This design comes from an exercise in tuning for small area on the open sky130 flow, not from production work.
In this exercise RTL edits were held to simulation tests only and were not proved equivalent to the original.

<file path="design/flow/run.sh">
#!/bin/bash
# synth_recipe.tcl (not shown) runs the flow's synth.tcl, then flattens the netlist and writes it again
# the make line also repeats each setting of config.mk as NAME=value (left out here)
make -C /OpenROAD-flow-scripts/flow DESIGN_CONFIG=/design/flow/config.mk WORK_HOME=/design/flow/orfs CLKGATE_MAP_FILE= SYNTH_SCRIPT=/design/flow/synth_recipe.tcl finish
</file>
<file path="design/flow/config.mk">
export PLATFORM = sky130hd
export DESIGN_NAME = tc1000_scb
export DESIGN_NICKNAME = tc1000_scb
export VERILOG_FILES = /design/flow/design.v
export SDC_FILE = /design/flow/constraint.sdc
export NUM_CORES = 4
export LEC_CHECK = 0
export CAP_MARGIN = 20
export CORE_MARGIN = 2
export CORE_UTILIZATION = 40
export SLEW_MARGIN = 20
</file>
<file path="design/flow/constraint.sdc">
create_clock -name core_clock -period 15.0 [get_ports {clk}]
set_input_delay 3.0000 -clock core_clock [delete_from_list [all_inputs] [get_ports {clk}]]
set_output_delay 3.0000 -clock core_clock [all_outputs]
set_load 0.01 [all_outputs]
</file>
<file path="design/flow/design.v">
module tc1000_scb (
    input  wire        clk,
    input  wire        rst,
    input  wire [2:0]  cmd,
    input  wire        cmd_stb,
    output reg         done,
    input  wire        btn_p,
    input  wire        btn_i,
    input  wire        btn_d,
    input  wire [31:0] now_ms,
    input  wire [19:0] target,
    output reg         ow_req,
    output reg  [2:0]  ow_op,
    input  wire        ow_ack,
    input  wire [7:0]  ow_rdata,
    output reg         ev_p,
    output reg         ev_i,
    output reg         ev_d,
    output reg         nodev,
    output reg         temp_neg,
    output reg  [11:0] temp_whole,
    output reg  [6:0]  temp_fract,
    output reg  [19:0] temp_h,
    output reg  [31:0] ctrl4,
    output reg         heater,
    output reg         ill
);
    localparam [2:0] C_NOP  = 3'd0,
                     C_BTN  = 3'd1,
                     C_SENS = 3'd2,
                     C_PID  = 3'd3,
                     C_HYS  = 3'd4,
                     C_RDT  = 3'd5;
    localparam [2:0] OW_SEARCH   = 3'd0,
                     OW_CONVERT  = 3'd1,
                     OW_PRESENCE = 3'd2,
                     OW_READCMD  = 3'd3,
                     OW_READBYTE = 3'd4;
    localparam [2:0] S_IDLE = 3'd0,
                     S_BUS  = 3'd1,
                     S_DEC  = 3'd2,
                     S_PID  = 3'd3,
                     S_HYS  = 3'd4;
    reg [2:0]  state;
    reg        is_rdt;
    reg [3:0]  byte_idx;
    reg [31:0] last_ms;
    reg [7:0]  sp [0:8];
    reg [31:0] err0, err1, err2;
    reg [1:0]  run;
    reg [31:0] prev;
    wire [31:0] elapsed  = now_ms - last_ms;
    wire        win_open = (elapsed >= 32'd250);
    wire [15:0] raw      = {sp[1], sp[0]};
    wire        dec_neg  = raw[15];
    wire [16:0] mag      = dec_neg ? (17'h10000 - {1'b0, raw}) : {1'b0, raw};
    wire [17:0] hund     = 18'd6 * mag + (mag >> 2);
    wire [17:0] hund_div = hund / 18'd100;
    wire [17:0] hund_mod = hund % 18'd100;
    wire [19:0] hund_s   = dec_neg ? (20'd0 - {2'b00, hund}) : {2'b00, hund};
    wire signed [31:0] tgt   = {{12{target[19]}}, target};
    wire signed [31:0] cur   = {{12{temp_h[19]}}, temp_h};
    wire signed [31:0] p_term = tgt - cur;
    wire signed [31:0] d_term = prev - cur;
    wire signed [31:0] e0 = (run == 2'd0) ? p_term : err0;
    wire signed [31:0] e1 = (run == 2'd1) ? p_term : err1;
    wire signed [31:0] e2 = (run == 2'd2) ? p_term : err2;
    wire signed [31:0] i_term = e0 + e1 + e2;
    wire signed [31:0] ctrl_next = 32'sd4 * p_term + 32'sd5 * d_term + 32'sd3 * i_term;
    integer k;
    always @(posedge clk) begin
        if (rst) begin
            state      <= S_IDLE;
            is_rdt     <= 1'b0;
            byte_idx   <= 4'd0;
            done       <= 1'b0;
            ow_req     <= 1'b0;
            ow_op      <= OW_SEARCH;
            last_ms    <= 32'd0;
            for (k = 0; k < 9; k = k + 1)
                sp[k]  <= 8'd0;
            err0       <= 32'd0;
            err1       <= 32'd0;
            err2       <= 32'd0;
            run        <= 2'd0;
            prev       <= 32'd0;
            ev_p       <= 1'b0;
            ev_i       <= 1'b0;
            ev_d       <= 1'b0;
            nodev      <= 1'b0;
            temp_neg   <= 1'b0;
            temp_whole <= 12'd0;
            temp_fract <= 7'd0;
            temp_h     <= 20'd0;
            ctrl4      <= 32'd0;
            heater     <= 1'b0;
            ill        <= 1'b0;
        end else begin
            done <= 1'b0;
            case (state)
                S_IDLE: begin
                    if (cmd_stb) begin
                        is_rdt <= (cmd == C_RDT);
                        case (cmd)
                            C_NOP: begin
                                done <= 1'b1;
                            end
                            C_BTN: begin
                                ev_p <= 1'b0;
                                ev_i <= 1'b0;
                                ev_d <= 1'b0;
                                if (win_open && btn_p) begin
                                    ev_p    <= 1'b1;
                                    last_ms <= now_ms;
                                end else if (win_open && btn_i) begin
                                    ev_i    <= 1'b1;
                                    last_ms <= now_ms;
                                end else if (win_open && btn_d) begin
                                    ev_d    <= 1'b1;
                                    last_ms <= now_ms;
                                end
                                done <= 1'b1;
                            end
                            C_SENS, C_RDT: begin
                                ow_req <= 1'b1;
                                ow_op  <= OW_SEARCH;
                                state  <= S_BUS;
                            end
                            C_PID: begin
                                state <= S_PID;
                            end
                            C_HYS: begin
                                state <= S_HYS;
                            end
                            default: begin
                                ill  <= 1'b1;
                                done <= 1'b1;
                            end
                        endcase
                    end
                end
                S_BUS: begin
                    if (ow_ack) begin
                        case (ow_op)
                            OW_SEARCH: begin
                                if (ow_rdata[0]) begin
                                    ow_op <= OW_CONVERT;
                                end else begin
                                    ow_req <= 1'b0;
                                    nodev  <= 1'b1;
                                    done   <= 1'b1;
                                    state  <= S_IDLE;
                                end
                            end
                            OW_CONVERT: begin
                                ow_op <= OW_PRESENCE;
                            end
                            OW_PRESENCE: begin
                                ow_op <= OW_READCMD;
                            end
                            OW_READCMD: begin
                                ow_op    <= OW_READBYTE;
                                byte_idx <= 4'd0;
                            end
                            default: begin
                                sp[byte_idx] <= ow_rdata;
                                if (byte_idx == 4'd8) begin
                                    ow_req <= 1'b0;
                                    state  <= S_DEC;
                                end else begin
                                    byte_idx <= byte_idx + 4'd1;
                                end
                            end
                        endcase
                    end
                end
                S_DEC: begin
                    nodev      <= 1'b0;
                    temp_neg   <= dec_neg;
                    temp_whole <= hund_div[11:0];
                    temp_fract <= hund_mod[6:0];
                    temp_h     <= hund_s;
                    if (is_rdt) begin
                        state <= S_PID;
                    end else begin
                        done  <= 1'b1;
                        state <= S_IDLE;
                    end
                end
                S_PID: begin
                    case (run)
                        2'd0:    err0 <= p_term;
                        2'd1:    err1 <= p_term;
                        default: err2 <= p_term;
                    endcase
                    ctrl4 <= ctrl_next;
                    prev  <= cur;
                    run   <= (run == 2'd2) ? 2'd0 : run + 2'd1;
                    if (is_rdt) begin
                        state <= S_HYS;
                    end else begin
                        done  <= 1'b1;
                        state <= S_IDLE;
                    end
                end
                S_HYS: begin
                    if ($signed(ctrl4) > 32'sd4)
                        heater <= 1'b1;
                    else if ($signed(ctrl4) < -32'sd4)
                        heater <= 1'b0;
                    done  <= 1'b1;
                    state <= S_IDLE;
                end
                default: begin
                    state <= S_IDLE;
                end
            endcase
        end
    end
endmodule
</file>
==> run notes <==
status=finished clean; Cells after Synth=2984; maximum clock path buffer count=3; Vias=21000; final total negative setup slack=0 ns; number of resized instances in the post-cts repair step=0; final global-route overflow total=0; Hold Crit Depth=2; Setup Crit Path Kind=flop to flop; number of primary I/O pins=153; net count of the finished layout=3474; total of warnings raised by yosys=1; post-route standard cell area excluding fillers=0.0270 mm^2; global placement routability congestion=0.884; maximum net fanout on the critical path=10; Worst Setup End Kind=flop; half-perimeter wire length after placement=49100 um; sinks on the clock net=243; residual DRC count=0; # port buffers=152; postcts setup bufs=0; antenna violations before repair=4; die height=248 um; worst slew margin relative to its limit=0.395; Placeable Area=0.0589 mm^2; endpoints failing setup=0; global-route wire length before repair=103000 um; routed wire length=63100 um; fraction of the yosys area taken by sequential cells=0.211; insertion delay to the later sink of the worst-skew pair=0.60 ns; routed len/inst=16.4 um; CP startpoint kind=flop; utilization of the core after routing=0.459; kind of path behind the tightest hold check=flop to flop; Clock Pin Slew Worst Setup and Hold Paths=0.06 ns; Crit path largest cell delay=0.76 ns; largest net degree at the start of global routing=107; Final Critical Period=13.51 ns; Tcrit/Tclk final=0.901; Die ar.=0.0615 mm^2; count of final hold-check violations=0; iteration count of the initial detailed-routing pass=6; cell chosen for the clock root=clkbuf_16; H-tree Lvls=1; most common cell after layout, fill and taps aside=nand2_1; DP Worst Slack=1.28 ns; TritonCTS clock tree=built; top flip-flop cell by instance count after synthesis=dfxtp_1; net count after synthesis=3400; detailed-route vias per instance=5.43; maximum clock rate=0.0740 GHz; clock tree skew after final layout=0.0209 ns; Placement Cell Area=0.0259 mm^2; worst r2r path cells=46; slack of the critical path=1.49 ns; CTS Buf Count=31; Detail Route Antenna Nets=0; Rows=89; area delta synth->final=13.5%; overall track demand over capacity in global routing=0.203; setup repair after global routing missed its margin=false; max capacitance violation total=0; pins over their slew limit=0; actual slew at the worst max-slew pin=0.901 ns; via count of the first global-routing pass=20700; DR iter-0 viols=1175; count of cell types in the netlist=121; fraction of layout cells with a size suffix above 1=0.0542; horizontal extent of the die=248 um; Post-Synthesis Mean Instance Area=7.98 um^2; required time of the worst setup path=15.49 ns; Netlist Area Pre-Place=0.0238 mm^2; Async S/R FF share, synth=0; hold-fix buffers at CTS=0; data arrival time of the worst path=14.01 ns; cell type of the slowest stage on the worst timing path=o41ai_2; initial core utilization=0.404; post-synthesis sequential element count=243; Post-synth EDFFs=16; commonest non-fill, non-tap cells in the layout=nand2_1, a21oi_1, inv_1
==> final timing paths <==
check	start	to	slack, ns
hold reg to reg	err1[19]	err1[19]	0.46
setup / recovery	sp[0][0]	temp_fract[5]	1.49
hold / removal	err1[19]	err1[19]	0.46
setup reg to reg	sp[0][0]	temp_fract[5]	1.49
==> critical path: cells and delay by family (launching register included) <==
family	cells	cell delay, ns
adders and majority gates	3	0.92
xor gates and xnor gates	3	1.13
and+or+nand+nor	18	4.62
AOI/OAI and AO/OA	19	5.25
DFF	1	0.54
muxes	2	0.84
buffers and inverters	1	0.10
==> through the flow <==
step,hold WS (ns),cells
floorplan,0.436,2984
CTS,0.456,3855
global placement,0.441,3798
finish,0.455,3858
global route,0.470,3858
detailed placement,0.447,3798
==> sequential cells by signal, indices dropped and copies added (netlist names), 7 cells and up <==
signal and count:
temp_fract 7, err0 32, sp 16, last_ms 32, prev 19, temp_whole 12, err1 32, temp_h 18
err2 21, ctrl4 32
==> cell usage after synthesis, types with 9 or more instances <==
cell	count	area (um^2)
nand2_1	394	1480
a21oi_1	297	1490
inv_1	271	1020
dfxtp_1	227	4540
ha_1	223	2790
nor2_1	222	833
xnor2_1	152	1330
o21ai_0	143	716
fa_1	123	2460
clkbuf_1	98	368
o21bai_1	82	616
a21o_1	43	323
mux2i_1	43	430
nand3_1	40	200
o21a_1	37	278
a211oi_1	35	263
nor3_1	35	175
xor2_1	34	298
and3_1	28	175
nand4_1	19	119
a21boi_0	18	135
nand2b_1	18	113
buf_1	17	63.8
nor4_1	17	106
o211ai_1	17	128
or3_1	17	106
edfxtp_1	16	480
nor2b_1	16	100
and2_1	15	93.8
or2_2	15	93.8
a31oi_1	14	87.6
o31ai_1	13	97.6
o21ai_1	12	60.1
a211o_1	10	87.6
nand3b_1	9	67.6
or4_1	9	67.6
==> per-layer routing <==
metal  up-vias  global-route usage  routed length (um)
li1      10500                   -                   -
met1      9877               0.251               27900
met2       451               0.362               30500
met3       111              0.0231                2620
met4         2              0.0708                2070
met5         -                   0                  13
==> cell type report <==
type / instances / area (um^2)
clock buffer: 38 / 852
fill: 5784 / 31900
tap: 773 / 967
antenna: 3 / 7.51
multi-input combinational: 2341 / 17300
clock inverter: 19 / 221
sequential: 243 / 5020
timing repair buffer: 169 / 1650
inverter: 272 / 1020
==> cells by family after synthesis <==
group,share of synthesized area
buffers and inverters,0.0652
muxes,0.0236
adders and majority gates,0.222
xor gates and xnor gates,0.0709
AOI/OAI and AO/OA,0.232
other,0.000157
DFF,0.211
and+or+nand+nor,0.176

## port drivers added, routing unchanged
The flow's constraints put no driver on any port. The routed layout listed below was extracted and timed again, unchanged, in two steps.
Step 1 (the two cells are an assumption about what drives the block):
set clk [get_ports {clk}]
set_driving_cell -lib_cell sky130_fd_sc_hd__clkbuf_16 $clk
set_driving_cell -lib_cell sky130_fd_sc_hd__buf_2 [delete_from_list [all_inputs] $clk]
Step 2 also shifts input and output timing later by t, the mid clock arrival at the registers, as if the neighbouring blocks saw the same clock.
a / b / c = no drivers / after step 1 / after step 2; a / b = the first two.
shift t [ns]: 0.649
slack for setup (ns): 1.487 / 1.487 / 1.270
hold slack, ns: 0.455 / 0.455 / 0.455
worst slew at a driven data input, ns: 0.08
pins driven straight from the clock port: 1
After both steps setup and hold are still met in this run. For this run, drivers alone change the setup slack by 0.000 ns; drivers and shift together by -0.217 ns.
